This design comes from an exercise in tuning for small area, a short achievable clock period and few clock cycles per item on the open sky130 flow, not from production work. The RTL of this run was laid out without a check of its function. Power figures rest on the tool's default switching activity, not on a simulated workload.

<file path="flow/design.v">
module fsk_demod (
    input  wire        clk,
    input  wire        rst,           
    input  wire        start,
    input  wire [17:0] cfg_sr,
    input  wire [21:0] cfg_thresh,
    input  wire [16:0] cfg_nsamp,      
    output wire        busy,
    output reg         done,
    output wire [16:0] bitcount,
    input  wire        s_valid,
    output wire        s_ready,
    input  wire [15:0] s_cur,
    input  wire [15:0] s_del,
    output reg         w_valid,
    input  wire        w_ready,
    output wire [10:0] w_addr,
    output reg  [31:0] w_data
);
    localparam [1:0] LVL_0    = 2'd0,
                     LVL_127  = 2'd1,
                     LVL_254  = 2'd2,
                     LVL_NONE = 2'd3;
    reg         busy_r;
    reg  [17:0] sr;
    reg  [20:0] tq;           
    reg  [16:0] nrem;         
    reg  [14:0] wc;           
    reg  [14:0] u75;          
    reg         fwin;         
    reg  [15:0] pa, pb;       
    reg         vI, eI;       
    reg  [39:0] as, ac;       
    reg         eA;           
    reg         nw;           
    reg         gtD, ltD;     
    reg         eD;
    reg  [1:0]  prev_lvl;
    reg  [17:0] r;            
    reg  [14:0] q;            
    reg         em;           
    reg         ebit;
    reg         fin;          
    reg         fl;           
    reg  [10:0] wa;
    reg  [4:0]  wfill;
    assign busy     = busy_r;
    assign w_addr   = wa;
    assign bitcount = {1'b0, wa, wfill};
    wire in_wend  = (wc < 15'd250) || (nrem == 17'd1);
    wire e_flight = eI || eA || eD || em;
    assign s_ready = busy_r && (nrem != 17'd0) && !(in_wend && e_flight);
    wire fire = s_valid && s_ready;
    wire [39:0] ms, mc;
    fsk_mac u_mac (
        .a(pa), .b(pb),
        .c(nw ? 40'd0 : as), .d(nw ? 40'd0 : ac),
        .s(ms), .t(mc)
    );
    wire [39:0] tot = as + ac;
    wire [39:0] ntot = ~tot;
    wire gt = !tot[39] && ((|tot[38:21]) || (tot[20:0] > tq));
    wire lt = tot[39] && ((|ntot[38:21]) || (ntot[20:0] >= tq));
    wire [1:0] lvl = gtD ? LVL_254 : ltD ? LVL_0 : LVL_127;
    wire rend  = (prev_lvl != LVL_NONE) && (lvl != prev_lvl);
    wire last  = (nrem == 17'd0);
    wire [17:0] u300 = {u75, 2'b00};
    wire [18:0] racc = {1'b0, r} + {1'b0, u300};
    wire [19:0] rsub = {2'b00, r} + {2'b00, u300} - {2'b00, sr};
    wire        rwrap = !rsub[19];
    wire [18:0] r2   = {r, 1'b0};
    wire        round = (r2 > {1'b0, sr}) || ((r2 == {1'b0, sr}) && q[0]);
    wire take = w_valid && w_ready;
    wire emit = em && (!w_valid || w_ready);
    always @(posedge clk) begin
        pa  <= s_cur;
        pb  <= fire ? s_del : 16'd0;
        as  <= ms;
        ac  <= mc;
        gtD <= gt;
        ltD <= lt;
        if (rst) begin
            busy_r  <= 1'b0;
            done    <= 1'b0;
            w_valid <= 1'b0;
            vI <= 1'b0; eI <= 1'b0;
            eA <= 1'b0; eD <= 1'b0;
            em  <= 1'b0;
            fin <= 1'b0;
            fl  <= 1'b0;
        end else begin
            done <= 1'b0;
            vI <= fire;
            eI <= fire && in_wend;
            eA <= eI;
            eD <= eA;
            if (vI) nw <= eI;
            if (!busy_r) begin
                if (start) begin
                    busy_r   <= 1'b1;
                    sr       <= cfg_sr;
                    tq       <= cfg_thresh[21:1];
                    nrem     <= cfg_nsamp;
                    wc       <= cfg_sr[17:3];
                    u75      <= 15'd0;
                    fwin     <= 1'b1;
                    nw       <= 1'b1;
                    prev_lvl <= LVL_NONE;
                    r        <= 18'd0;
                    q        <= 15'd0;
                    fin      <= (cfg_nsamp == 17'd0);
                    fl       <= 1'b0;
                    wa       <= 11'd0;
                    wfill    <= 5'd0;
                end
            end else begin
                if (fire) begin
                    nrem <= nrem - 17'd1;
                    wc   <= in_wend ? sr[17:3] : wc - 15'd125;
                    if (fwin) begin
                        u75 <= u75 + 15'd75;
                        if (in_wend) fwin <= 1'b0;
                    end
                end
                if (eD) begin
                    prev_lvl <= lvl;
                    if (rend) begin
                        em   <= (q != 15'd0) || round;
                        ebit <= (prev_lvl != LVL_0);
                        q    <= q + {14'd0, round};
                        r    <= u300;
                    end else if (rwrap) begin
                        r <= rsub[17:0];
                        q <= q + 15'd1;
                    end else begin
                        r <= racc[17:0];
                    end
                    if (last) fin <= 1'b1;
                end
                if (emit) begin
                    w_data <= {ebit, w_data[31:1]};
                    q      <= q - 15'd1;
                    if (q == 15'd1) em <= 1'b0;
                    if (!fl) begin
                        wfill <= wfill + 5'd1;
                        if (wfill == 5'd31) w_valid <= 1'b1;
                    end else if (q == 15'd1) begin
                        w_valid <= 1'b1;
                    end
                end
                if (take) begin
                    if (!emit || (!fl && wfill != 5'd31)) w_valid <= 1'b0;
                    if (!fl) wa <= wa + 11'd1;
                end
                if (fl) begin
                    if (take) begin
                        done   <= 1'b1;
                        busy_r <= 1'b0;
                    end
                end else if (fin && !em && !w_valid) begin
                    if (wfill != 5'd0) begin
                        q    <= {10'd0, 5'd0 - wfill};
                        ebit <= 1'b0;
                        em   <= 1'b1;
                        fl   <= 1'b1;
                    end else begin
                        done   <= 1'b1;
                        busy_r <= 1'b0;
                    end
                end
            end
        end
    end
endmodule
module fsk_mac (
    input  wire [15:0] a,
    input  wire [15:0] b,
    input  wire [39:0] c,
    input  wire [39:0] d,
    output wire [39:0] s,
    output wire [39:0] t
);
    wire t1 = a[0] & b[0];
    wire t2 = a[1] & b[0];
    wire t3 = a[2] & b[0];
    wire t4 = a[3] & b[0];
    wire t5 = a[4] & b[0];
    wire t6 = a[5] & b[0];
    wire t7 = a[6] & b[0];
    wire t8 = a[7] & b[0];
    wire t9 = a[8] & b[0];
    wire t10 = a[9] & b[0];
    wire t11 = a[10] & b[0];
    wire t12 = a[11] & b[0];
    wire t13 = a[12] & b[0];
    wire t14 = a[13] & b[0];
    wire t15 = a[14] & b[0];
    wire t16 = ~(a[15] & b[0]);
    wire t17 = a[0] & b[1];
    wire t18 = a[1] & b[1];
    wire t19 = a[2] & b[1];
    wire t20 = a[3] & b[1];
    wire t21 = a[4] & b[1];
    wire t22 = a[5] & b[1];
    wire t23 = a[6] & b[1];
    wire t24 = a[7] & b[1];
    wire t25 = a[8] & b[1];
    wire t26 = a[9] & b[1];
    wire t27 = a[10] & b[1];
    wire t28 = a[11] & b[1];
    wire t29 = a[12] & b[1];
    wire t30 = a[13] & b[1];
    wire t31 = a[14] & b[1];
    wire t32 = ~(a[15] & b[1]);
    wire t33 = a[0] & b[2];
    wire t34 = a[1] & b[2];
    wire t35 = a[2] & b[2];
    wire t36 = a[3] & b[2];
    wire t37 = a[4] & b[2];
    wire t38 = a[5] & b[2];
    wire t39 = a[6] & b[2];
    wire t40 = a[7] & b[2];
    wire t41 = a[8] & b[2];
    wire t42 = a[9] & b[2];
    wire t43 = a[10] & b[2];
    wire t44 = a[11] & b[2];
    wire t45 = a[12] & b[2];
    wire t46 = a[13] & b[2];
    wire t47 = a[14] & b[2];
    wire t48 = ~(a[15] & b[2]);
    wire t49 = a[0] & b[3];
    wire t50 = a[1] & b[3];
    wire t51 = a[2] & b[3];
    wire t52 = a[3] & b[3];
    wire t53 = a[4] & b[3];
    wire t54 = a[5] & b[3];
    wire t55 = a[6] & b[3];
    wire t56 = a[7] & b[3];
    wire t57 = a[8] & b[3];
    wire t58 = a[9] & b[3];
    wire t59 = a[10] & b[3];
    wire t60 = a[11] & b[3];
    wire t61 = a[12] & b[3];
    wire t62 = a[13] & b[3];
    wire t63 = a[14] & b[3];
    wire t64 = ~(a[15] & b[3]);
    wire t65 = a[0] & b[4];
    wire t66 = a[1] & b[4];
    wire t67 = a[2] & b[4];
    wire t68 = a[3] & b[4];
    wire t69 = a[4] & b[4];
    wire t70 = a[5] & b[4];
    wire t71 = a[6] & b[4];
    wire t72 = a[7] & b[4];
    wire t73 = a[8] & b[4];
    wire t74 = a[9] & b[4];
    wire t75 = a[10] & b[4];
    wire t76 = a[11] & b[4];
    wire t77 = a[12] & b[4];
    wire t78 = a[13] & b[4];
    wire t79 = a[14] & b[4];
    wire t80 = ~(a[15] & b[4]);
    wire t81 = a[0] & b[5];
    wire t82 = a[1] & b[5];
    wire t83 = a[2] & b[5];
    wire t84 = a[3] & b[5];
    wire t85 = a[4] & b[5];
    wire t86 = a[5] & b[5];
    wire t87 = a[6] & b[5];
    wire t88 = a[7] & b[5];
    wire t89 = a[8] & b[5];
    wire t90 = a[9] & b[5];
    wire t91 = a[10] & b[5];
    wire t92 = a[11] & b[5];
    wire t93 = a[12] & b[5];
    wire t94 = a[13] & b[5];
    wire t95 = a[14] & b[5];
    wire t96 = ~(a[15] & b[5]);
    wire t97 = a[0] & b[6];
    wire t98 = a[1] & b[6];
    wire t99 = a[2] & b[6];
    wire t100 = a[3] & b[6];
    wire t101 = a[4] & b[6];
    wire t102 = a[5] & b[6];
    wire t103 = a[6] & b[6];
    wire t104 = a[7] & b[6];
    wire t105 = a[8] & b[6];
    wire t106 = a[9] & b[6];
    wire t107 = a[10] & b[6];
    wire t108 = a[11] & b[6];
    wire t109 = a[12] & b[6];
    wire t110 = a[13] & b[6];
    wire t111 = a[14] & b[6];
    wire t112 = ~(a[15] & b[6]);
    wire t113 = a[0] & b[7];
    wire t114 = a[1] & b[7];
    wire t115 = a[2] & b[7];
    wire t116 = a[3] & b[7];
    wire t117 = a[4] & b[7];
    wire t118 = a[5] & b[7];
    wire t119 = a[6] & b[7];
    wire t120 = a[7] & b[7];
    wire t121 = a[8] & b[7];
    wire t122 = a[9] & b[7];
    wire t123 = a[10] & b[7];
    wire t124 = a[11] & b[7];
    wire t125 = a[12] & b[7];
    wire t126 = a[13] & b[7];
    wire t127 = a[14] & b[7];
    wire t128 = ~(a[15] & b[7]);
    wire t129 = a[0] & b[8];
    wire t130 = a[1] & b[8];
    wire t131 = a[2] & b[8];
    wire t132 = a[3] & b[8];
    wire t133 = a[4] & b[8];
    wire t134 = a[5] & b[8];
    wire t135 = a[6] & b[8];
    wire t136 = a[7] & b[8];
    wire t137 = a[8] & b[8];
    wire t138 = a[9] & b[8];
    wire t139 = a[10] & b[8];
    wire t140 = a[11] & b[8];
    wire t141 = a[12] & b[8];
    wire t142 = a[13] & b[8];
    wire t143 = a[14] & b[8];
    wire t144 = ~(a[15] & b[8]);
    wire t145 = a[0] & b[9];
    wire t146 = a[1] & b[9];
    wire t147 = a[2] & b[9];
    wire t148 = a[3] & b[9];
    wire t149 = a[4] & b[9];
    wire t150 = a[5] & b[9];
    wire t151 = a[6] & b[9];
    wire t152 = a[7] & b[9];
    wire t153 = a[8] & b[9];
    wire t154 = a[9] & b[9];
    wire t155 = a[10] & b[9];
    wire t156 = a[11] & b[9];
    wire t157 = a[12] & b[9];
    wire t158 = a[13] & b[9];
    wire t159 = a[14] & b[9];
    wire t160 = ~(a[15] & b[9]);
    wire t161 = a[0] & b[10];
    wire t162 = a[1] & b[10];
    wire t163 = a[2] & b[10];
    wire t164 = a[3] & b[10];
    wire t165 = a[4] & b[10];
    wire t166 = a[5] & b[10];
    wire t167 = a[6] & b[10];
    wire t168 = a[7] & b[10];
    wire t169 = a[8] & b[10];
    wire t170 = a[9] & b[10];
    wire t171 = a[10] & b[10];
    wire t172 = a[11] & b[10];
    wire t173 = a[12] & b[10];
    wire t174 = a[13] & b[10];
    wire t175 = a[14] & b[10];
    wire t176 = ~(a[15] & b[10]);
    wire t177 = a[0] & b[11];
    wire t178 = a[1] & b[11];
    wire t179 = a[2] & b[11];
    wire t180 = a[3] & b[11];
    wire t181 = a[4] & b[11];
    wire t182 = a[5] & b[11];
    wire t183 = a[6] & b[11];
    wire t184 = a[7] & b[11];
    wire t185 = a[8] & b[11];
    wire t186 = a[9] & b[11];
    wire t187 = a[10] & b[11];
    wire t188 = a[11] & b[11];
    wire t189 = a[12] & b[11];
    wire t190 = a[13] & b[11];
    wire t191 = a[14] & b[11];
    wire t192 = ~(a[15] & b[11]);
    wire t193 = a[0] & b[12];
    wire t194 = a[1] & b[12];
    wire t195 = a[2] & b[12];
    wire t196 = a[3] & b[12];
    wire t197 = a[4] & b[12];
    wire t198 = a[5] & b[12];
    wire t199 = a[6] & b[12];
    wire t200 = a[7] & b[12];
    wire t201 = a[8] & b[12];
    wire t202 = a[9] & b[12];
    wire t203 = a[10] & b[12];
    wire t204 = a[11] & b[12];
    wire t205 = a[12] & b[12];
    wire t206 = a[13] & b[12];
    wire t207 = a[14] & b[12];
    wire t208 = ~(a[15] & b[12]);
    wire t209 = a[0] & b[13];
    wire t210 = a[1] & b[13];
    wire t211 = a[2] & b[13];
    wire t212 = a[3] & b[13];
    wire t213 = a[4] & b[13];
    wire t214 = a[5] & b[13];
    wire t215 = a[6] & b[13];
    wire t216 = a[7] & b[13];
    wire t217 = a[8] & b[13];
    wire t218 = a[9] & b[13];
    wire t219 = a[10] & b[13];
    wire t220 = a[11] & b[13];
    wire t221 = a[12] & b[13];
    wire t222 = a[13] & b[13];
    wire t223 = a[14] & b[13];
    wire t224 = ~(a[15] & b[13]);
    wire t225 = a[0] & b[14];
    wire t226 = a[1] & b[14];
    wire t227 = a[2] & b[14];
    wire t228 = a[3] & b[14];
    wire t229 = a[4] & b[14];
    wire t230 = a[5] & b[14];
    wire t231 = a[6] & b[14];
    wire t232 = a[7] & b[14];
    wire t233 = a[8] & b[14];
    wire t234 = a[9] & b[14];
    wire t235 = a[10] & b[14];
    wire t236 = a[11] & b[14];
    wire t237 = a[12] & b[14];
    wire t238 = a[13] & b[14];
    wire t239 = a[14] & b[14];
    wire t240 = ~(a[15] & b[14]);
    wire t241 = ~(a[0] & b[15]);
    wire t242 = ~(a[1] & b[15]);
    wire t243 = ~(a[2] & b[15]);
    wire t244 = ~(a[3] & b[15]);
    wire t245 = ~(a[4] & b[15]);
    wire t246 = ~(a[5] & b[15]);
    wire t247 = ~(a[6] & b[15]);
    wire t248 = ~(a[7] & b[15]);
    wire t249 = ~(a[8] & b[15]);
    wire t250 = ~(a[9] & b[15]);
    wire t251 = ~(a[10] & b[15]);
    wire t252 = ~(a[11] & b[15]);
    wire t253 = ~(a[12] & b[15]);
    wire t254 = ~(a[13] & b[15]);
    wire t255 = ~(a[14] & b[15]);
    wire t256 = a[15] & b[15];
    wire t257 = t12 ^ t27;
    wire t258 = t12 & t27;
    wire t259 = t13 ^ t28 ^ t43;
    wire t260 = (t13 & t28) | (t13 & t43) | (t28 & t43);
    wire t261 = t58 ^ t73;
    wire t262 = t58 & t73;
    wire t263 = t14 ^ t29 ^ t44;
    wire t264 = (t14 & t29) | (t14 & t44) | (t29 & t44);
    wire t265 = t59 ^ t74 ^ t89;
    wire t266 = (t59 & t74) | (t59 & t89) | (t74 & t89);
    wire t267 = t104 ^ t119;
    wire t268 = t104 & t119;
    wire t269 = t15 ^ t30 ^ t45;
    wire t270 = (t15 & t30) | (t15 & t45) | (t30 & t45);
    wire t271 = t60 ^ t75 ^ t90;
    wire t272 = (t60 & t75) | (t60 & t90) | (t75 & t90);
    wire t273 = t105 ^ t120 ^ t135;
    wire t274 = (t105 & t120) | (t105 & t135) | (t120 & t135);
    wire t275 = t150 ^ t165;
    wire t276 = t150 & t165;
    wire t277 = t16 ^ t31 ^ t46;
    wire t278 = (t16 & t31) | (t16 & t46) | (t31 & t46);
    wire t279 = t61 ^ t76 ^ t91;
    wire t280 = (t61 & t76) | (t61 & t91) | (t76 & t91);
    wire t281 = t106 ^ t121 ^ t136;
    wire t282 = (t106 & t121) | (t106 & t136) | (t121 & t136);
    wire t283 = t151 ^ t166 ^ t181;
    wire t284 = (t151 & t166) | (t151 & t181) | (t166 & t181);
    wire t285 = t196 ^ t211;
    wire t286 = t196 & t211;
    wire t287 = t32 ^ t47 ^ t62;
    wire t288 = (t32 & t47) | (t32 & t62) | (t47 & t62);
    wire t289 = t77 ^ t92 ^ t107;
    wire t290 = (t77 & t92) | (t77 & t107) | (t92 & t107);
    wire t291 = t122 ^ t137 ^ t152;
    wire t292 = (t122 & t137) | (t122 & t152) | (t137 & t152);
    wire t293 = t167 ^ t182 ^ t197;
    wire t294 = (t167 & t182) | (t167 & t197) | (t182 & t197);
    wire t295 = t212 ^ t227 ^ t242;
    wire t296 = (t212 & t227) | (t212 & t242) | (t227 & t242);
    wire t297 = t48 ^ t63 ^ t78;
    wire t298 = (t48 & t63) | (t48 & t78) | (t63 & t78);
    wire t299 = t93 ^ t108 ^ t123;
    wire t300 = (t93 & t108) | (t93 & t123) | (t108 & t123);
    wire t301 = t138 ^ t153 ^ t168;
    wire t302 = (t138 & t153) | (t138 & t168) | (t153 & t168);
    wire t303 = t183 ^ t198 ^ t213;
    wire t304 = (t183 & t198) | (t183 & t213) | (t198 & t213);
    wire t305 = t64 ^ t79 ^ t94;
    wire t306 = (t64 & t79) | (t64 & t94) | (t79 & t94);
    wire t307 = t109 ^ t124 ^ t139;
    wire t308 = (t109 & t124) | (t109 & t139) | (t124 & t139);
    wire t309 = t154 ^ t169 ^ t184;
    wire t310 = (t154 & t169) | (t154 & t184) | (t169 & t184);
    wire t311 = t80 ^ t95 ^ t110;
    wire t312 = (t80 & t95) | (t80 & t110) | (t95 & t110);
    wire t313 = t125 ^ t140 ^ t155;
    wire t314 = (t125 & t140) | (t125 & t155) | (t140 & t155);
    wire t315 = t96 ^ t111 ^ t126;
    wire t316 = (t96 & t111) | (t96 & t126) | (t111 & t126);
    wire t317 = t8 ^ t23;
    wire t318 = t8 & t23;
    wire t319 = t9 ^ t24 ^ t39;
    wire t320 = (t9 & t24) | (t9 & t39) | (t24 & t39);
    wire t321 = t54 ^ t69;
    wire t322 = t54 & t69;
    wire t323 = t10 ^ t25 ^ t40;
    wire t324 = (t10 & t25) | (t10 & t40) | (t25 & t40);
    wire t325 = t55 ^ t70 ^ t85;
    wire t326 = (t55 & t70) | (t55 & t85) | (t70 & t85);
    wire t327 = t100 ^ t115;
    wire t328 = t100 & t115;
    wire t329 = t11 ^ t26 ^ t41;
    wire t330 = (t11 & t26) | (t11 & t41) | (t26 & t41);
    wire t331 = t56 ^ t71 ^ t86;
    wire t332 = (t56 & t71) | (t56 & t86) | (t71 & t86);
    wire t333 = t101 ^ t116 ^ t131;
    wire t334 = (t101 & t116) | (t101 & t131) | (t116 & t131);
    wire t335 = t146 ^ t161;
    wire t336 = t146 & t161;
    wire t337 = t257 ^ t42 ^ t57;
    wire t338 = (t257 & t42) | (t257 & t57) | (t42 & t57);
    wire t339 = t72 ^ t87 ^ t102;
    wire t340 = (t72 & t87) | (t72 & t102) | (t87 & t102);
    wire t341 = t117 ^ t132 ^ t147;
    wire t342 = (t117 & t132) | (t117 & t147) | (t132 & t147);
    wire t343 = t162 ^ t177 ^ c[11];
    wire t344 = (t162 & t177) | (t162 & c[11]) | (t177 & c[11]);
    wire t345 = t258 ^ t259 ^ t261;
    wire t346 = (t258 & t259) | (t258 & t261) | (t259 & t261);
    wire t347 = t88 ^ t103 ^ t118;
    wire t348 = (t88 & t103) | (t88 & t118) | (t103 & t118);
    wire t349 = t133 ^ t148 ^ t163;
    wire t350 = (t133 & t148) | (t133 & t163) | (t148 & t163);
    wire t351 = t178 ^ t193 ^ c[12];
    wire t352 = (t178 & t193) | (t178 & c[12]) | (t193 & c[12]);
    wire t353 = t260 ^ t262 ^ t263;
    wire t354 = (t260 & t262) | (t260 & t263) | (t262 & t263);
    wire t355 = t265 ^ t267 ^ t134;
    wire t356 = (t265 & t267) | (t265 & t134) | (t267 & t134);
    wire t357 = t149 ^ t164 ^ t179;
    wire t358 = (t149 & t164) | (t149 & t179) | (t164 & t179);
    wire t359 = t194 ^ t209 ^ c[13];
    wire t360 = (t194 & t209) | (t194 & c[13]) | (t209 & c[13]);
    wire t361 = t264 ^ t266 ^ t268;
    wire t362 = (t264 & t266) | (t264 & t268) | (t266 & t268);
    wire t363 = t269 ^ t271 ^ t273;
    wire t364 = (t269 & t271) | (t269 & t273) | (t271 & t273);
    wire t365 = t275 ^ t180 ^ t195;
    wire t366 = (t275 & t180) | (t275 & t195) | (t180 & t195);
    wire t367 = t210 ^ t225 ^ c[14];
    wire t368 = (t210 & t225) | (t210 & c[14]) | (t225 & c[14]);
    wire t369 = t270 ^ t272 ^ t274;
    wire t370 = (t270 & t272) | (t270 & t274) | (t272 & t274);
    wire t371 = t276 ^ t277 ^ t279;
    wire t372 = (t276 & t277) | (t276 & t279) | (t277 & t279);
    wire t373 = t281 ^ t283 ^ t285;
    wire t374 = (t281 & t283) | (t281 & t285) | (t283 & t285);
    wire t375 = t226 ^ t241 ^ c[15];
    wire t376 = (t226 & t241) | (t226 & c[15]) | (t241 & c[15]);
    wire t377 = t278 ^ t280 ^ t282;
    wire t378 = (t278 & t280) | (t278 & t282) | (t280 & t282);
    wire t379 = t284 ^ t286 ^ t287;
    wire t380 = (t284 & t286) | (t284 & t287) | (t286 & t287);
    wire t381 = t289 ^ t291 ^ t293;
    wire t382 = (t289 & t291) | (t289 & t293) | (t291 & t293);
    wire t383 = t295 ^ c[16] ^ d[16];
    wire t384 = (t295 & c[16]) | (t295 & d[16]) | (c[16] & d[16]);
    wire t385 = t288 ^ t290 ^ t292;
    wire t386 = (t288 & t290) | (t288 & t292) | (t290 & t292);
    wire t387 = t294 ^ t296 ^ t297;
    wire t388 = (t294 & t296) | (t294 & t297) | (t296 & t297);
    wire t389 = t299 ^ t301 ^ t303;
    wire t390 = (t299 & t301) | (t299 & t303) | (t301 & t303);
    wire t391 = t228 ^ t243 ^ c[17];
    wire t392 = (t228 & t243) | (t228 & c[17]) | (t243 & c[17]);
    wire t393 = t298 ^ t300 ^ t302;
    wire t394 = (t298 & t300) | (t298 & t302) | (t300 & t302);
    wire t395 = t304 ^ t305 ^ t307;
    wire t396 = (t304 & t305) | (t304 & t307) | (t305 & t307);
    wire t397 = t309 ^ t199 ^ t214;
    wire t398 = (t309 & t199) | (t309 & t214) | (t199 & t214);
    wire t399 = t229 ^ t244 ^ c[18];
    wire t400 = (t229 & t244) | (t229 & c[18]) | (t244 & c[18]);
    wire t401 = t306 ^ t308 ^ t310;
    wire t402 = (t306 & t308) | (t306 & t310) | (t308 & t310);
    wire t403 = t311 ^ t313 ^ t170;
    wire t404 = (t311 & t313) | (t311 & t170) | (t313 & t170);
    wire t405 = t185 ^ t200 ^ t215;
    wire t406 = (t185 & t200) | (t185 & t215) | (t200 & t215);
    wire t407 = t230 ^ t245 ^ c[19];
    wire t408 = (t230 & t245) | (t230 & c[19]) | (t245 & c[19]);
    wire t409 = t312 ^ t314 ^ t315;
    wire t410 = (t312 & t314) | (t312 & t315) | (t314 & t315);
    wire t411 = t141 ^ t156 ^ t171;
    wire t412 = (t141 & t156) | (t141 & t171) | (t156 & t171);
    wire t413 = t186 ^ t201 ^ t216;
    wire t414 = (t186 & t201) | (t186 & t216) | (t201 & t216);
    wire t415 = t231 ^ t246 ^ c[20];
    wire t416 = (t231 & t246) | (t231 & c[20]) | (t246 & c[20]);
    wire t417 = t316 ^ t112 ^ t127;
    wire t418 = (t316 & t112) | (t316 & t127) | (t112 & t127);
    wire t419 = t142 ^ t157 ^ t172;
    wire t420 = (t142 & t157) | (t142 & t172) | (t157 & t172);
    wire t421 = t187 ^ t202 ^ t217;
    wire t422 = (t187 & t202) | (t187 & t217) | (t202 & t217);
    wire t423 = t232 ^ t247 ^ c[21];
    wire t424 = (t232 & t247) | (t232 & c[21]) | (t247 & c[21]);
    wire t425 = t128 ^ t143 ^ t158;
    wire t426 = (t128 & t143) | (t128 & t158) | (t143 & t158);
    wire t427 = t173 ^ t188 ^ t203;
    wire t428 = (t173 & t188) | (t173 & t203) | (t188 & t203);
    wire t429 = t218 ^ t233 ^ t248;
    wire t430 = (t218 & t233) | (t218 & t248) | (t233 & t248);
    wire t431 = t144 ^ t159 ^ t174;
    wire t432 = (t144 & t159) | (t144 & t174) | (t159 & t174);
    wire t433 = t189 ^ t204 ^ t219;
    wire t434 = (t189 & t204) | (t189 & t219) | (t204 & t219);
    wire t435 = t160 ^ t175 ^ t190;
    wire t436 = (t160 & t175) | (t160 & t190) | (t175 & t190);
    wire t437 = t5 ^ t20;
    wire t438 = t5 & t20;
    wire t439 = t6 ^ t21 ^ t36;
    wire t440 = (t6 & t21) | (t6 & t36) | (t21 & t36);
    wire t441 = t51 ^ t66;
    wire t442 = t51 & t66;
    wire t443 = t7 ^ t22 ^ t37;
    wire t444 = (t7 & t22) | (t7 & t37) | (t22 & t37);
    wire t445 = t52 ^ t67 ^ t82;
    wire t446 = (t52 & t67) | (t52 & t82) | (t67 & t82);
    wire t447 = t97 ^ c[6];
    wire t448 = t97 & c[6];
    wire t449 = t317 ^ t38 ^ t53;
    wire t450 = (t317 & t38) | (t317 & t53) | (t38 & t53);
    wire t451 = t68 ^ t83 ^ t98;
    wire t452 = (t68 & t83) | (t68 & t98) | (t83 & t98);
    wire t453 = t113 ^ c[7] ^ d[7];
    wire t454 = (t113 & c[7]) | (t113 & d[7]) | (c[7] & d[7]);
    wire t455 = t318 ^ t319 ^ t321;
    wire t456 = (t318 & t319) | (t318 & t321) | (t319 & t321);
    wire t457 = t84 ^ t99 ^ t114;
    wire t458 = (t84 & t99) | (t84 & t114) | (t99 & t114);
    wire t459 = t129 ^ c[8] ^ d[8];
    wire t460 = (t129 & c[8]) | (t129 & d[8]) | (c[8] & d[8]);
    wire t461 = t320 ^ t322 ^ t323;
    wire t462 = (t320 & t322) | (t320 & t323) | (t322 & t323);
    wire t463 = t325 ^ t327 ^ t130;
    wire t464 = (t325 & t327) | (t325 & t130) | (t327 & t130);
    wire t465 = t145 ^ c[9] ^ d[9];
    wire t466 = (t145 & c[9]) | (t145 & d[9]) | (c[9] & d[9]);
    wire t467 = t324 ^ t326 ^ t328;
    wire t468 = (t324 & t326) | (t324 & t328) | (t326 & t328);
    wire t469 = t329 ^ t331 ^ t333;
    wire t470 = (t329 & t331) | (t329 & t333) | (t331 & t333);
    wire t471 = t335 ^ c[10] ^ d[10];
    wire t472 = (t335 & c[10]) | (t335 & d[10]) | (c[10] & d[10]);
    wire t473 = t330 ^ t332 ^ t334;
    wire t474 = (t330 & t332) | (t330 & t334) | (t332 & t334);
    wire t475 = t336 ^ t337 ^ t339;
    wire t476 = (t336 & t337) | (t336 & t339) | (t337 & t339);
    wire t477 = t341 ^ t343 ^ d[11];
    wire t478 = (t341 & t343) | (t341 & d[11]) | (t343 & d[11]);
    wire t479 = t338 ^ t340 ^ t342;
    wire t480 = (t338 & t340) | (t338 & t342) | (t340 & t342);
    wire t481 = t344 ^ t345 ^ t347;
    wire t482 = (t344 & t345) | (t344 & t347) | (t345 & t347);
    wire t483 = t349 ^ t351 ^ d[12];
    wire t484 = (t349 & t351) | (t349 & d[12]) | (t351 & d[12]);
    wire t485 = t346 ^ t348 ^ t350;
    wire t486 = (t346 & t348) | (t346 & t350) | (t348 & t350);
    wire t487 = t352 ^ t353 ^ t355;
    wire t488 = (t352 & t353) | (t352 & t355) | (t353 & t355);
    wire t489 = t357 ^ t359 ^ d[13];
    wire t490 = (t357 & t359) | (t357 & d[13]) | (t359 & d[13]);
    wire t491 = t354 ^ t356 ^ t358;
    wire t492 = (t354 & t356) | (t354 & t358) | (t356 & t358);
    wire t493 = t360 ^ t361 ^ t363;
    wire t494 = (t360 & t361) | (t360 & t363) | (t361 & t363);
    wire t495 = t365 ^ t367 ^ d[14];
    wire t496 = (t365 & t367) | (t365 & d[14]) | (t367 & d[14]);
    wire t497 = t362 ^ t364 ^ t366;
    wire t498 = (t362 & t364) | (t362 & t366) | (t364 & t366);
    wire t499 = t368 ^ t369 ^ t371;
    wire t500 = (t368 & t369) | (t368 & t371) | (t369 & t371);
    wire t501 = t373 ^ t375 ^ d[15];
    wire t502 = (t373 & t375) | (t373 & d[15]) | (t375 & d[15]);
    wire t503 = t370 ^ t372 ^ t374;
    wire t504 = (t370 & t372) | (t370 & t374) | (t372 & t374);
    wire t505 = t376 ^ t377 ^ t379;
    wire t506 = (t376 & t377) | (t376 & t379) | (t377 & t379);
    wire t507 = t381 ^ t383 ^ 1'b1;
    wire t508 = (t381 & t383) | (t381 & 1'b1) | (t383 & 1'b1);
    wire t509 = t378 ^ t380 ^ t382;
    wire t510 = (t378 & t380) | (t378 & t382) | (t380 & t382);
    wire t511 = t384 ^ t385 ^ t387;
    wire t512 = (t384 & t385) | (t384 & t387) | (t385 & t387);
    wire t513 = t389 ^ t391 ^ d[17];
    wire t514 = (t389 & t391) | (t389 & d[17]) | (t391 & d[17]);
    wire t515 = t386 ^ t388 ^ t390;
    wire t516 = (t386 & t388) | (t386 & t390) | (t388 & t390);
    wire t517 = t392 ^ t393 ^ t395;
    wire t518 = (t392 & t393) | (t392 & t395) | (t393 & t395);
    wire t519 = t397 ^ t399 ^ d[18];
    wire t520 = (t397 & t399) | (t397 & d[18]) | (t399 & d[18]);
    wire t521 = t394 ^ t396 ^ t398;
    wire t522 = (t394 & t396) | (t394 & t398) | (t396 & t398);
    wire t523 = t400 ^ t401 ^ t403;
    wire t524 = (t400 & t401) | (t400 & t403) | (t401 & t403);
    wire t525 = t405 ^ t407 ^ d[19];
    wire t526 = (t405 & t407) | (t405 & d[19]) | (t407 & d[19]);
    wire t527 = t402 ^ t404 ^ t406;
    wire t528 = (t402 & t404) | (t402 & t406) | (t404 & t406);
    wire t529 = t408 ^ t409 ^ t411;
    wire t530 = (t408 & t409) | (t408 & t411) | (t409 & t411);
    wire t531 = t413 ^ t415 ^ d[20];
    wire t532 = (t413 & t415) | (t413 & d[20]) | (t415 & d[20]);
    wire t533 = t410 ^ t412 ^ t414;
    wire t534 = (t410 & t412) | (t410 & t414) | (t412 & t414);
    wire t535 = t416 ^ t417 ^ t419;
    wire t536 = (t416 & t417) | (t416 & t419) | (t417 & t419);
    wire t537 = t421 ^ t423 ^ d[21];
    wire t538 = (t421 & t423) | (t421 & d[21]) | (t423 & d[21]);
    wire t539 = t418 ^ t420 ^ t422;
    wire t540 = (t418 & t420) | (t418 & t422) | (t420 & t422);
    wire t541 = t424 ^ t425 ^ t427;
    wire t542 = (t424 & t425) | (t424 & t427) | (t425 & t427);
    wire t543 = t429 ^ c[22] ^ d[22];
    wire t544 = (t429 & c[22]) | (t429 & d[22]) | (c[22] & d[22]);
    wire t545 = t426 ^ t428 ^ t430;
    wire t546 = (t426 & t428) | (t426 & t430) | (t428 & t430);
    wire t547 = t431 ^ t433 ^ t234;
    wire t548 = (t431 & t433) | (t431 & t234) | (t433 & t234);
    wire t549 = t249 ^ c[23] ^ d[23];
    wire t550 = (t249 & c[23]) | (t249 & d[23]) | (c[23] & d[23]);
    wire t551 = t432 ^ t434 ^ t435;
    wire t552 = (t432 & t434) | (t432 & t435) | (t434 & t435);
    wire t553 = t205 ^ t220 ^ t235;
    wire t554 = (t205 & t220) | (t205 & t235) | (t220 & t235);
    wire t555 = t250 ^ c[24] ^ d[24];
    wire t556 = (t250 & c[24]) | (t250 & d[24]) | (c[24] & d[24]);
    wire t557 = t436 ^ t176 ^ t191;
    wire t558 = (t436 & t176) | (t436 & t191) | (t176 & t191);
    wire t559 = t206 ^ t221 ^ t236;
    wire t560 = (t206 & t221) | (t206 & t236) | (t221 & t236);
    wire t561 = t251 ^ c[25] ^ d[25];
    wire t562 = (t251 & c[25]) | (t251 & d[25]) | (c[25] & d[25]);
    wire t563 = t192 ^ t207 ^ t222;
    wire t564 = (t192 & t207) | (t192 & t222) | (t207 & t222);
    wire t565 = t237 ^ t252 ^ c[26];
    wire t566 = (t237 & t252) | (t237 & c[26]) | (t252 & c[26]);
    wire t567 = t208 ^ t223 ^ t238;
    wire t568 = (t208 & t223) | (t208 & t238) | (t223 & t238);
    wire t569 = t3 ^ t18;
    wire t570 = t3 & t18;
    wire t571 = t4 ^ t19 ^ t34;
    wire t572 = (t4 & t19) | (t4 & t34) | (t19 & t34);
    wire t573 = t49 ^ c[3];
    wire t574 = t49 & c[3];
    wire t575 = t437 ^ t35 ^ t50;
    wire t576 = (t437 & t35) | (t437 & t50) | (t35 & t50);
    wire t577 = t65 ^ c[4] ^ d[4];
    wire t578 = (t65 & c[4]) | (t65 & d[4]) | (c[4] & d[4]);
    wire t579 = t438 ^ t439 ^ t441;
    wire t580 = (t438 & t439) | (t438 & t441) | (t439 & t441);
    wire t581 = t81 ^ c[5] ^ d[5];
    wire t582 = (t81 & c[5]) | (t81 & d[5]) | (c[5] & d[5]);
    wire t583 = t440 ^ t442 ^ t443;
    wire t584 = (t440 & t442) | (t440 & t443) | (t442 & t443);
    wire t585 = t445 ^ t447 ^ d[6];
    wire t586 = (t445 & t447) | (t445 & d[6]) | (t447 & d[6]);
    wire t587 = t444 ^ t446 ^ t448;
    wire t588 = (t444 & t446) | (t444 & t448) | (t446 & t448);
    wire t589 = t449 ^ t451 ^ t453;
    wire t590 = (t449 & t451) | (t449 & t453) | (t451 & t453);
    wire t591 = t450 ^ t452 ^ t454;
    wire t592 = (t450 & t452) | (t450 & t454) | (t452 & t454);
    wire t593 = t455 ^ t457 ^ t459;
    wire t594 = (t455 & t457) | (t455 & t459) | (t457 & t459);
    wire t595 = t456 ^ t458 ^ t460;
    wire t596 = (t456 & t458) | (t456 & t460) | (t458 & t460);
    wire t597 = t461 ^ t463 ^ t465;
    wire t598 = (t461 & t463) | (t461 & t465) | (t463 & t465);
    wire t599 = t462 ^ t464 ^ t466;
    wire t600 = (t462 & t464) | (t462 & t466) | (t464 & t466);
    wire t601 = t467 ^ t469 ^ t471;
    wire t602 = (t467 & t469) | (t467 & t471) | (t469 & t471);
    wire t603 = t468 ^ t470 ^ t472;
    wire t604 = (t468 & t470) | (t468 & t472) | (t470 & t472);
    wire t605 = t473 ^ t475 ^ t477;
    wire t606 = (t473 & t475) | (t473 & t477) | (t475 & t477);
    wire t607 = t474 ^ t476 ^ t478;
    wire t608 = (t474 & t476) | (t474 & t478) | (t476 & t478);
    wire t609 = t479 ^ t481 ^ t483;
    wire t610 = (t479 & t481) | (t479 & t483) | (t481 & t483);
    wire t611 = t480 ^ t482 ^ t484;
    wire t612 = (t480 & t482) | (t480 & t484) | (t482 & t484);
    wire t613 = t485 ^ t487 ^ t489;
    wire t614 = (t485 & t487) | (t485 & t489) | (t487 & t489);
    wire t615 = t486 ^ t488 ^ t490;
    wire t616 = (t486 & t488) | (t486 & t490) | (t488 & t490);
    wire t617 = t491 ^ t493 ^ t495;
    wire t618 = (t491 & t493) | (t491 & t495) | (t493 & t495);
    wire t619 = t492 ^ t494 ^ t496;
    wire t620 = (t492 & t494) | (t492 & t496) | (t494 & t496);
    wire t621 = t497 ^ t499 ^ t501;
    wire t622 = (t497 & t499) | (t497 & t501) | (t499 & t501);
    wire t623 = t498 ^ t500 ^ t502;
    wire t624 = (t498 & t500) | (t498 & t502) | (t500 & t502);
    wire t625 = t503 ^ t505 ^ t507;
    wire t626 = (t503 & t505) | (t503 & t507) | (t505 & t507);
    wire t627 = t504 ^ t506 ^ t508;
    wire t628 = (t504 & t506) | (t504 & t508) | (t506 & t508);
    wire t629 = t509 ^ t511 ^ t513;
    wire t630 = (t509 & t511) | (t509 & t513) | (t511 & t513);
    wire t631 = t510 ^ t512 ^ t514;
    wire t632 = (t510 & t512) | (t510 & t514) | (t512 & t514);
    wire t633 = t515 ^ t517 ^ t519;
    wire t634 = (t515 & t517) | (t515 & t519) | (t517 & t519);
    wire t635 = t516 ^ t518 ^ t520;
    wire t636 = (t516 & t518) | (t516 & t520) | (t518 & t520);
    wire t637 = t521 ^ t523 ^ t525;
    wire t638 = (t521 & t523) | (t521 & t525) | (t523 & t525);
    wire t639 = t522 ^ t524 ^ t526;
    wire t640 = (t522 & t524) | (t522 & t526) | (t524 & t526);
    wire t641 = t527 ^ t529 ^ t531;
    wire t642 = (t527 & t529) | (t527 & t531) | (t529 & t531);
    wire t643 = t528 ^ t530 ^ t532;
    wire t644 = (t528 & t530) | (t528 & t532) | (t530 & t532);
    wire t645 = t533 ^ t535 ^ t537;
    wire t646 = (t533 & t535) | (t533 & t537) | (t535 & t537);
    wire t647 = t534 ^ t536 ^ t538;
    wire t648 = (t534 & t536) | (t534 & t538) | (t536 & t538);
    wire t649 = t539 ^ t541 ^ t543;
    wire t650 = (t539 & t541) | (t539 & t543) | (t541 & t543);
    wire t651 = t540 ^ t542 ^ t544;
    wire t652 = (t540 & t542) | (t540 & t544) | (t542 & t544);
    wire t653 = t545 ^ t547 ^ t549;
    wire t654 = (t545 & t547) | (t545 & t549) | (t547 & t549);
    wire t655 = t546 ^ t548 ^ t550;
    wire t656 = (t546 & t548) | (t546 & t550) | (t548 & t550);
    wire t657 = t551 ^ t553 ^ t555;
    wire t658 = (t551 & t553) | (t551 & t555) | (t553 & t555);
    wire t659 = t552 ^ t554 ^ t556;
    wire t660 = (t552 & t554) | (t552 & t556) | (t554 & t556);
    wire t661 = t557 ^ t559 ^ t561;
    wire t662 = (t557 & t559) | (t557 & t561) | (t559 & t561);
    wire t663 = t558 ^ t560 ^ t562;
    wire t664 = (t558 & t560) | (t558 & t562) | (t560 & t562);
    wire t665 = t563 ^ t565 ^ d[26];
    wire t666 = (t563 & t565) | (t563 & d[26]) | (t565 & d[26]);
    wire t667 = t564 ^ t566 ^ t567;
    wire t668 = (t564 & t566) | (t564 & t567) | (t566 & t567);
    wire t669 = t253 ^ c[27] ^ d[27];
    wire t670 = (t253 & c[27]) | (t253 & d[27]) | (c[27] & d[27]);
    wire t671 = t568 ^ t224 ^ t239;
    wire t672 = (t568 & t224) | (t568 & t239) | (t224 & t239);
    wire t673 = t254 ^ c[28] ^ d[28];
    wire t674 = (t254 & c[28]) | (t254 & d[28]) | (c[28] & d[28]);
    wire t675 = t240 ^ t255 ^ c[29];
    wire t676 = (t240 & t255) | (t240 & c[29]) | (t255 & c[29]);
    wire t677 = t2 ^ t17;
    wire t678 = t2 & t17;
    wire t679 = t569 ^ t33 ^ c[2];
    wire t680 = (t569 & t33) | (t569 & c[2]) | (t33 & c[2]);
    wire t681 = t570 ^ t571 ^ t573;
    wire t682 = (t570 & t571) | (t570 & t573) | (t571 & t573);
    wire t683 = t572 ^ t574 ^ t575;
    wire t684 = (t572 & t574) | (t572 & t575) | (t574 & t575);
    wire t685 = t576 ^ t578 ^ t579;
    wire t686 = (t576 & t578) | (t576 & t579) | (t578 & t579);
    wire t687 = t580 ^ t582 ^ t583;
    wire t688 = (t580 & t582) | (t580 & t583) | (t582 & t583);
    wire t689 = t584 ^ t586 ^ t587;
    wire t690 = (t584 & t586) | (t584 & t587) | (t586 & t587);
    wire t691 = t588 ^ t590 ^ t591;
    wire t692 = (t588 & t590) | (t588 & t591) | (t590 & t591);
    wire t693 = t592 ^ t594 ^ t595;
    wire t694 = (t592 & t594) | (t592 & t595) | (t594 & t595);
    wire t695 = t596 ^ t598 ^ t599;
    wire t696 = (t596 & t598) | (t596 & t599) | (t598 & t599);
    wire t697 = t600 ^ t602 ^ t603;
    wire t698 = (t600 & t602) | (t600 & t603) | (t602 & t603);
    wire t699 = t604 ^ t606 ^ t607;
    wire t700 = (t604 & t606) | (t604 & t607) | (t606 & t607);
    wire t701 = t608 ^ t610 ^ t611;
    wire t702 = (t608 & t610) | (t608 & t611) | (t610 & t611);
    wire t703 = t612 ^ t614 ^ t615;
    wire t704 = (t612 & t614) | (t612 & t615) | (t614 & t615);
    wire t705 = t616 ^ t618 ^ t619;
    wire t706 = (t616 & t618) | (t616 & t619) | (t618 & t619);
    wire t707 = t620 ^ t622 ^ t623;
    wire t708 = (t620 & t622) | (t620 & t623) | (t622 & t623);
    wire t709 = t624 ^ t626 ^ t627;
    wire t710 = (t624 & t626) | (t624 & t627) | (t626 & t627);
    wire t711 = t628 ^ t630 ^ t631;
    wire t712 = (t628 & t630) | (t628 & t631) | (t630 & t631);
    wire t713 = t632 ^ t634 ^ t635;
    wire t714 = (t632 & t634) | (t632 & t635) | (t634 & t635);
    wire t715 = t636 ^ t638 ^ t639;
    wire t716 = (t636 & t638) | (t636 & t639) | (t638 & t639);
    wire t717 = t640 ^ t642 ^ t643;
    wire t718 = (t640 & t642) | (t640 & t643) | (t642 & t643);
    wire t719 = t644 ^ t646 ^ t647;
    wire t720 = (t644 & t646) | (t644 & t647) | (t646 & t647);
    wire t721 = t648 ^ t650 ^ t651;
    wire t722 = (t648 & t650) | (t648 & t651) | (t650 & t651);
    wire t723 = t652 ^ t654 ^ t655;
    wire t724 = (t652 & t654) | (t652 & t655) | (t654 & t655);
    wire t725 = t656 ^ t658 ^ t659;
    wire t726 = (t656 & t658) | (t656 & t659) | (t658 & t659);
    wire t727 = t660 ^ t662 ^ t663;
    wire t728 = (t660 & t662) | (t660 & t663) | (t662 & t663);
    wire t729 = t664 ^ t666 ^ t667;
    wire t730 = (t664 & t666) | (t664 & t667) | (t666 & t667);
    wire t731 = t668 ^ t670 ^ t671;
    wire t732 = (t668 & t670) | (t668 & t671) | (t670 & t671);
    wire t733 = t672 ^ t674 ^ t675;
    wire t734 = (t672 & t674) | (t672 & t675) | (t674 & t675);
    wire t735 = t676 ^ t256 ^ c[30];
    wire t736 = (t676 & t256) | (t676 & c[30]) | (t256 & c[30]);
    wire t737 = c[31] ^ d[31];
    wire t738 = c[31] & d[31];
    wire t739 = c[32] ^ d[32];
    wire t740 = c[32] & d[32];
    wire t741 = c[33] ^ d[33];
    wire t742 = c[33] & d[33];
    wire t743 = c[34] ^ d[34];
    wire t744 = c[34] & d[34];
    wire t745 = c[35] ^ d[35];
    wire t746 = c[35] & d[35];
    wire t747 = c[36] ^ d[36];
    wire t748 = c[36] & d[36];
    wire t749 = c[37] ^ d[37];
    wire t750 = c[37] & d[37];
    wire t751 = c[38] ^ d[38];
    wire t752 = c[38] & d[38];
    wire t753 = c[39] ^ d[39];
    wire t754 = c[39] & d[39];
    wire t755 = t1 ^ c[0];
    wire t756 = t1 & c[0];
    wire t757 = t677 ^ c[1] ^ d[1];
    wire t758 = (t677 & c[1]) | (t677 & d[1]) | (c[1] & d[1]);
    wire t759 = t678 ^ t679 ^ d[2];
    wire t760 = (t678 & t679) | (t678 & d[2]) | (t679 & d[2]);
    wire t761 = t680 ^ t681 ^ d[3];
    wire t762 = (t680 & t681) | (t680 & d[3]) | (t681 & d[3]);
    wire t763 = t682 ^ t683 ^ t577;
    wire t764 = (t682 & t683) | (t682 & t577) | (t683 & t577);
    wire t765 = t684 ^ t685 ^ t581;
    wire t766 = (t684 & t685) | (t684 & t581) | (t685 & t581);
    wire t767 = t686 ^ t687 ^ t585;
    wire t768 = (t686 & t687) | (t686 & t585) | (t687 & t585);
    wire t769 = t688 ^ t689 ^ t589;
    wire t770 = (t688 & t689) | (t688 & t589) | (t689 & t589);
    wire t771 = t690 ^ t691 ^ t593;
    wire t772 = (t690 & t691) | (t690 & t593) | (t691 & t593);
    wire t773 = t692 ^ t693 ^ t597;
    wire t774 = (t692 & t693) | (t692 & t597) | (t693 & t597);
    wire t775 = t694 ^ t695 ^ t601;
    wire t776 = (t694 & t695) | (t694 & t601) | (t695 & t601);
    wire t777 = t696 ^ t697 ^ t605;
    wire t778 = (t696 & t697) | (t696 & t605) | (t697 & t605);
    wire t779 = t698 ^ t699 ^ t609;
    wire t780 = (t698 & t699) | (t698 & t609) | (t699 & t609);
    wire t781 = t700 ^ t701 ^ t613;
    wire t782 = (t700 & t701) | (t700 & t613) | (t701 & t613);
    wire t783 = t702 ^ t703 ^ t617;
    wire t784 = (t702 & t703) | (t702 & t617) | (t703 & t617);
    wire t785 = t704 ^ t705 ^ t621;
    wire t786 = (t704 & t705) | (t704 & t621) | (t705 & t621);
    wire t787 = t706 ^ t707 ^ t625;
    wire t788 = (t706 & t707) | (t706 & t625) | (t707 & t625);
    wire t789 = t708 ^ t709 ^ t629;
    wire t790 = (t708 & t709) | (t708 & t629) | (t709 & t629);
    wire t791 = t710 ^ t711 ^ t633;
    wire t792 = (t710 & t711) | (t710 & t633) | (t711 & t633);
    wire t793 = t712 ^ t713 ^ t637;
    wire t794 = (t712 & t713) | (t712 & t637) | (t713 & t637);
    wire t795 = t714 ^ t715 ^ t641;
    wire t796 = (t714 & t715) | (t714 & t641) | (t715 & t641);
    wire t797 = t716 ^ t717 ^ t645;
    wire t798 = (t716 & t717) | (t716 & t645) | (t717 & t645);
    wire t799 = t718 ^ t719 ^ t649;
    wire t800 = (t718 & t719) | (t718 & t649) | (t719 & t649);
    wire t801 = t720 ^ t721 ^ t653;
    wire t802 = (t720 & t721) | (t720 & t653) | (t721 & t653);
    wire t803 = t722 ^ t723 ^ t657;
    wire t804 = (t722 & t723) | (t722 & t657) | (t723 & t657);
    wire t805 = t724 ^ t725 ^ t661;
    wire t806 = (t724 & t725) | (t724 & t661) | (t725 & t661);
    wire t807 = t726 ^ t727 ^ t665;
    wire t808 = (t726 & t727) | (t726 & t665) | (t727 & t665);
    wire t809 = t728 ^ t729 ^ t669;
    wire t810 = (t728 & t729) | (t728 & t669) | (t729 & t669);
    wire t811 = t730 ^ t731 ^ t673;
    wire t812 = (t730 & t731) | (t730 & t673) | (t731 & t673);
    wire t813 = t732 ^ t733 ^ d[29];
    wire t814 = (t732 & t733) | (t732 & d[29]) | (t733 & d[29]);
    wire t815 = t734 ^ t735 ^ d[30];
    wire t816 = (t734 & t735) | (t734 & d[30]) | (t735 & d[30]);
    wire t817 = t736 ^ t737 ^ 1'b1;
    wire t818 = (t736 & t737) | (t736 & 1'b1) | (t737 & 1'b1);
    wire t819 = t738 ^ t739 ^ 1'b1;
    wire t820 = (t738 & t739) | (t738 & 1'b1) | (t739 & 1'b1);
    wire t821 = t740 ^ t741 ^ 1'b1;
    wire t822 = (t740 & t741) | (t740 & 1'b1) | (t741 & 1'b1);
    wire t823 = t742 ^ t743 ^ 1'b1;
    wire t824 = (t742 & t743) | (t742 & 1'b1) | (t743 & 1'b1);
    wire t825 = t744 ^ t745 ^ 1'b1;
    wire t826 = (t744 & t745) | (t744 & 1'b1) | (t745 & 1'b1);
    wire t827 = t746 ^ t747 ^ 1'b1;
    wire t828 = (t746 & t747) | (t746 & 1'b1) | (t747 & 1'b1);
    wire t829 = t748 ^ t749 ^ 1'b1;
    wire t830 = (t748 & t749) | (t748 & 1'b1) | (t749 & 1'b1);
    wire t831 = t750 ^ t751 ^ 1'b1;
    wire t832 = (t750 & t751) | (t750 & 1'b1) | (t751 & 1'b1);
    wire t833 = t752 ^ t753 ^ 1'b1;
    wire t834 = (t752 & t753) | (t752 & 1'b1) | (t753 & 1'b1);
    wire [39:0] ra = {t832, t830, t828, t826, t824, t822, t820, t818, t816, t814, t812, t810, t808, t806, t804, t802, t800, t798, t796, t794, t792, t790, t788, t786, t784, t782, t780, t778, t776, t774, t772, t770, t768, t766, t764, t762, t760, t758, t756, t755};
    wire [39:0] rb = {t833, t831, t829, t827, t825, t823, t821, t819, t817, t815, t813, t811, t809, t807, t805, t803, t801, t799, t797, t795, t793, t791, t789, t787, t785, t783, t781, t779, t777, t775, t773, t771, t769, t767, t765, t763, t761, t759, t757, d[0]};
    assign s = ra;
    assign t = rb;
endmodule
</file>
<file path="flow/run.sh">
#!/bin/bash
# synth_recipe.tcl (not shown) runs the flow's synth.tcl, then flattens the netlist and writes it again
# the make line also repeats each setting of config.mk as NAME=value (left out here)
make -C /OpenROAD-flow-scripts/flow DESIGN_CONFIG=/design/flow/config.mk WORK_HOME=/design/flow/orfs CLKGATE_MAP_FILE= SYNTH_SCRIPT=/design/flow/synth_recipe.tcl finish
</file>
<file path="flow/config.mk">
export PLATFORM = sky130hd
export DESIGN_NAME = fsk_demod
export DESIGN_NICKNAME = fsk_demod
export VERILOG_FILES = /design/flow/design.v
export SDC_FILE = /design/flow/constraint.sdc
export NUM_CORES = 4
export LEC_CHECK = 0
export CAP_MARGIN = 20
export CORE_MARGIN = 2
export CORE_UTILIZATION = 40
export SLEW_MARGIN = 20
</file>
<file path="flow/constraint.sdc">
create_clock -name core_clock -period 15.0 [get_ports {clk}]
set_input_delay 3.0000 -clock core_clock [delete_from_list [all_inputs] [get_ports {clk}]]
set_output_delay 3.0000 -clock core_clock [all_outputs]
set_load 0.01 [all_outputs]
</file>
==> run summary <==
* Synth Area in XOR/XNOR at approximately 3.6%
* F_max at between 150 and 200 MHz
* Hold Crit Endpoint: w_data[30]$_DFFE_PP_
* RSZ-0062 raised after global routing: false
* Ordered cell list for the critical path: or4_1 -> nor3_1 -> o21ai_0 -> nor2_1 -> a31oi_2 -> buf_4 -> nor2_1 -> nor2_1 -> buf_4 -> clkdlybuf4s50_1
* CTS root buf: clkbuf_16
* Worst path max stage delay at approximately 600 ps
* Post-CTS Hold Fix Bufs at 0
* Outcome: finished clean
* Final Cycle Share at ~42%
* Netlist cell types at 84
* Clock slew at reported path FFs at approximately 60 ps
* Vias at approximately 19000
* Routing usage on met1 at roughly a quarter
* Post-CTS setup buffer count at 0
* Pwr Density at approximately 130 nW/um2
* Finished Core Util at between 40% and 50%
* Grt peak-use layer: met2
* Critical path class: flop to output port
* Met3 GRT Util at around 3.3%
* Clock Tree Buf Depth at 3
* Ant diodes at 0
* Commonest cells after routing, fill and taps aside: 464 x inv_1, 273 x fa_1, 210 x nand2_1
* WL/cell at 17.0 um
* CP most frequent cell: nor2_1
* End of the worst register-to-register path: gtD$_DFF_P_
* Crit path time final at approximately 6400 ps
* Antenna Nets Post-Route at 0
* Global-route wire length before repair at ~100000 um
* Sequential fraction of the synthesis area at ~30%
* Layout overhead on the synthesized area at 14.3%
* CP Capture Type: output port
* Rel. slew slack at 38.8%
* Worst r2r path cells at 20
* Clock latency (worst-skew pair) at roughly 570 ps
* IO Port Bufs at 155
* CTS resizes at 0
* Hold Path Origin: w_data[31]$_DFFE_PP_
* Pins Over Slew Limit at 0
* Grt ovf at 0
* Layout cells sized above 1 at 4.01%
* CP required at 12000 ps
* Asr flop ratio synth at 0%
* IO Pins at around 160
* Mapped Nets at 3229
* Final TNS setup at 0 ps
* Die width at 257 um
* Combinational family with the most area after synthesis: adder cells
* Setup skew after layout at 29.5 ps
* Number of H-tree levels at 2
* Total CTS buffers at 38
* Tightest Pin Transition at 917 ps
* Core ar. at around 63000 um2
* Mux cell area share after synthesis at about 1.1%
* Leading cell type in the layout, fill and taps excluded: inv_1
* Area fraction in compound gates after synthesis at 9.49%
* Finish-stage setup viols at 0
* Fill count at between 5000 and 6000
* Leakage power at about 13 nW
* Drt pass-1 iters at 5
* Initial core utilization at about two fifths
* CP max FO at 31
* HP Class: flop to flop
* WL final at 62300 um
* Post-Synth Adder-Cell Area at a little under a third
* WHS at ~450 ps
* DIE AREA at 66100 um2
* Worst r2r src: as[7]$_DFF_P_
* Total Routing Usage GR at between 10% and 20%
* Nets at 3338
* Ys Warns at 1
* Cell Area, Synth at ~26000 um2
* Initial antenna violation count at 5
* Post-Synthesis Cells at about 2700
* Die Height at between 200 and 300 um
* Met2 Use GR at 32.4%
* Vias per cell at 5.12
* Final Hold Viols at 0
* Clock sink total at about 300
* Hpwl dp at between 40000 and 50000 um
* DR iter-0 viols at roughly 1000
* DR DRC count at 0
* CTS tree: yes
* Ys flop type: edfxtp_1
* # rows at between 90 and 100
* Routability cong. at between 0.8 and 0.9
* Crit path DAT at roughly 3400 ps
* Vias in the first global route at around 20000
* Post-synth EDFFs at roughly 170
* Mapped Avg Cell Area at about 9.6 um2
* Setup slack, reg-to-reg at between 9000 and 10000 ps
* Maxcap violations at 0
* Hold Path Cell Cnt at 0
* Max IR drop VDD at 0.0867 mV
* Critical Path Start Type: flop
* Crit-path slowest cell: or4_1
* Seq cells post-synth at 295
* Largest net degree at the start of global routing at 88
* Simple-gate area share of the yosys netlist at between 15 and 20%
[cell usage after synthesis, types with 71 or more instances]
cell,instances,share of area [%]
a21oi_1,128,2.5
dfxtp_1,123,9.6
inv_1,464,6.8
nor2_1,141,2.1
xnor2_1,71,2.4
edfxtp_1,172,20
o21ai_0,81,1.6
ha_1,184,9.0
nor2b_1,76,1.9
and2_1,182,4.4
nand2_1,210,3.1
fa_1,273,21
clkbuf_1,75,1.1
[critical path, delay by kind of cell, from the launching register on]
| family | cells | cell delay, ps |
|---|---|---|
| compound gates | 2 | 200 |
| buf+inv | 3 | 960 |
| flops | 1 | 450 |
| simple gates | 5 | 1180 |
[metrics by stage]
stage               total power, W  instances  setup WS (ps)  cell area [um2]
global route               0.00407       3662           8450            29300
CTS                        0.00378       3661           8560            29200
floorplan                  0.00237       2678           8950            25600
detailed placement         0.00282       3592           9190            27900
global placement           0.00276       3592           9230            27900
finish                     0.00375       3662           8630            29300
[final cells by class]
type | count | area [um2] | area share, %
Timing Repair Buffer | 169 | 1680 | 5.73
Inverter | 464 | 1740 | 5.95
Tap cell | 846 | 1060 | 3.62
Clock inverter | 7 | 70.1 | 0.239
Clock buffer | 62 | 1230 | 4.19
Sequential cell | 295 | 7630 | 26.1
Multi-Input combinational cell | 1819 | 15900 | 54.2
[state kept, by name (all words and copies together) (netlist names), 2 cells and up]
name      count
wc           15
r            18
as           40
nrem         17
tq           21
w_data       32
sr           18
ac           39
wa           11
prev_lvl      2
pb           16
q            15
wfill         5
u75          15
pa           16
[worst max-delay path by stage]
stage	start	endpoint	slack, ps	cells past startpoint
floorplan	w_ready	w_data[0]$_DFFE_PP_	8950	3
global placement	wc[8]$_DFFE_PP_	s_ready	9230	10
detailed placement	wc[8]$_DFFE_PP_	s_ready	9190	10
CTS	wc[8]$_DFFE_PP_	s_ready	8560	10
global route	wc[8]$_DFFE_PP_	s_ready	8450	10
finish	wc[8]$_DFFE_PP_	s_ready	8630	10
[cells by family after synthesis]
family	Yosys count
and+or+nand+nor	853
other	1
DFF	295
AOI/OAI and AO/OA	378
muxes	26
xor gates and xnor gates	104
buffers and inverters	564
adders and majority gates	457
[power by group]
group / switching (W) / internal, W / total [W] / leakage, nW
logic: 0.00102 / 0.000715 / 0.00173 / 9.38
registers: 0.000101 / 0.000986 / 0.00109 / 2.63
clock network: 0.000369 / 0.000563 / 0.000932 / 0.638
total: 0.00149 / 0.00226 / 0.00375 / 12.6
[routing by layer]
| metal | up-vias | part of all wire, % |
|---|---|---|
| met4 | 10 | 2.6 |
| met1 | 9274 | 45 |
| met5 | - | 0.11 |
| li1 | 8938 | - |
| met3 | 128 | 4.9 |
| met2 | 400 | 47 |

[re-timing with driven ports]
How much do the figures lean on ideal ports? The routed layout below was timed once more, with nothing changed but the port constraints.
Step 1 sets driving cells, clkbuf_16 on the clock port and buf_2 on the other inputs (assumed; they add their load-dependent delay and slew).
Step 2 also shifts input and output timing later by t, the mid clock arrival at the registers, as if the neighbouring blocks saw the same clock.
Slacks: no drivers / after step 1 / after step 2; pairs: no drivers / after step 1.
t, ns: 0.617
setup WS [ns]: 8.631 / 8.570 / 9.187
hold WS [ns]: 0.448 / 0.448 / 0.448
worst setup path after step 2: register to output
worst slew at a driven data input, ns: 0.11
After both steps this run still meets setup and hold. The setup slack of this run moves by -0.061 ns with the drivers and by +0.556 ns with both steps.
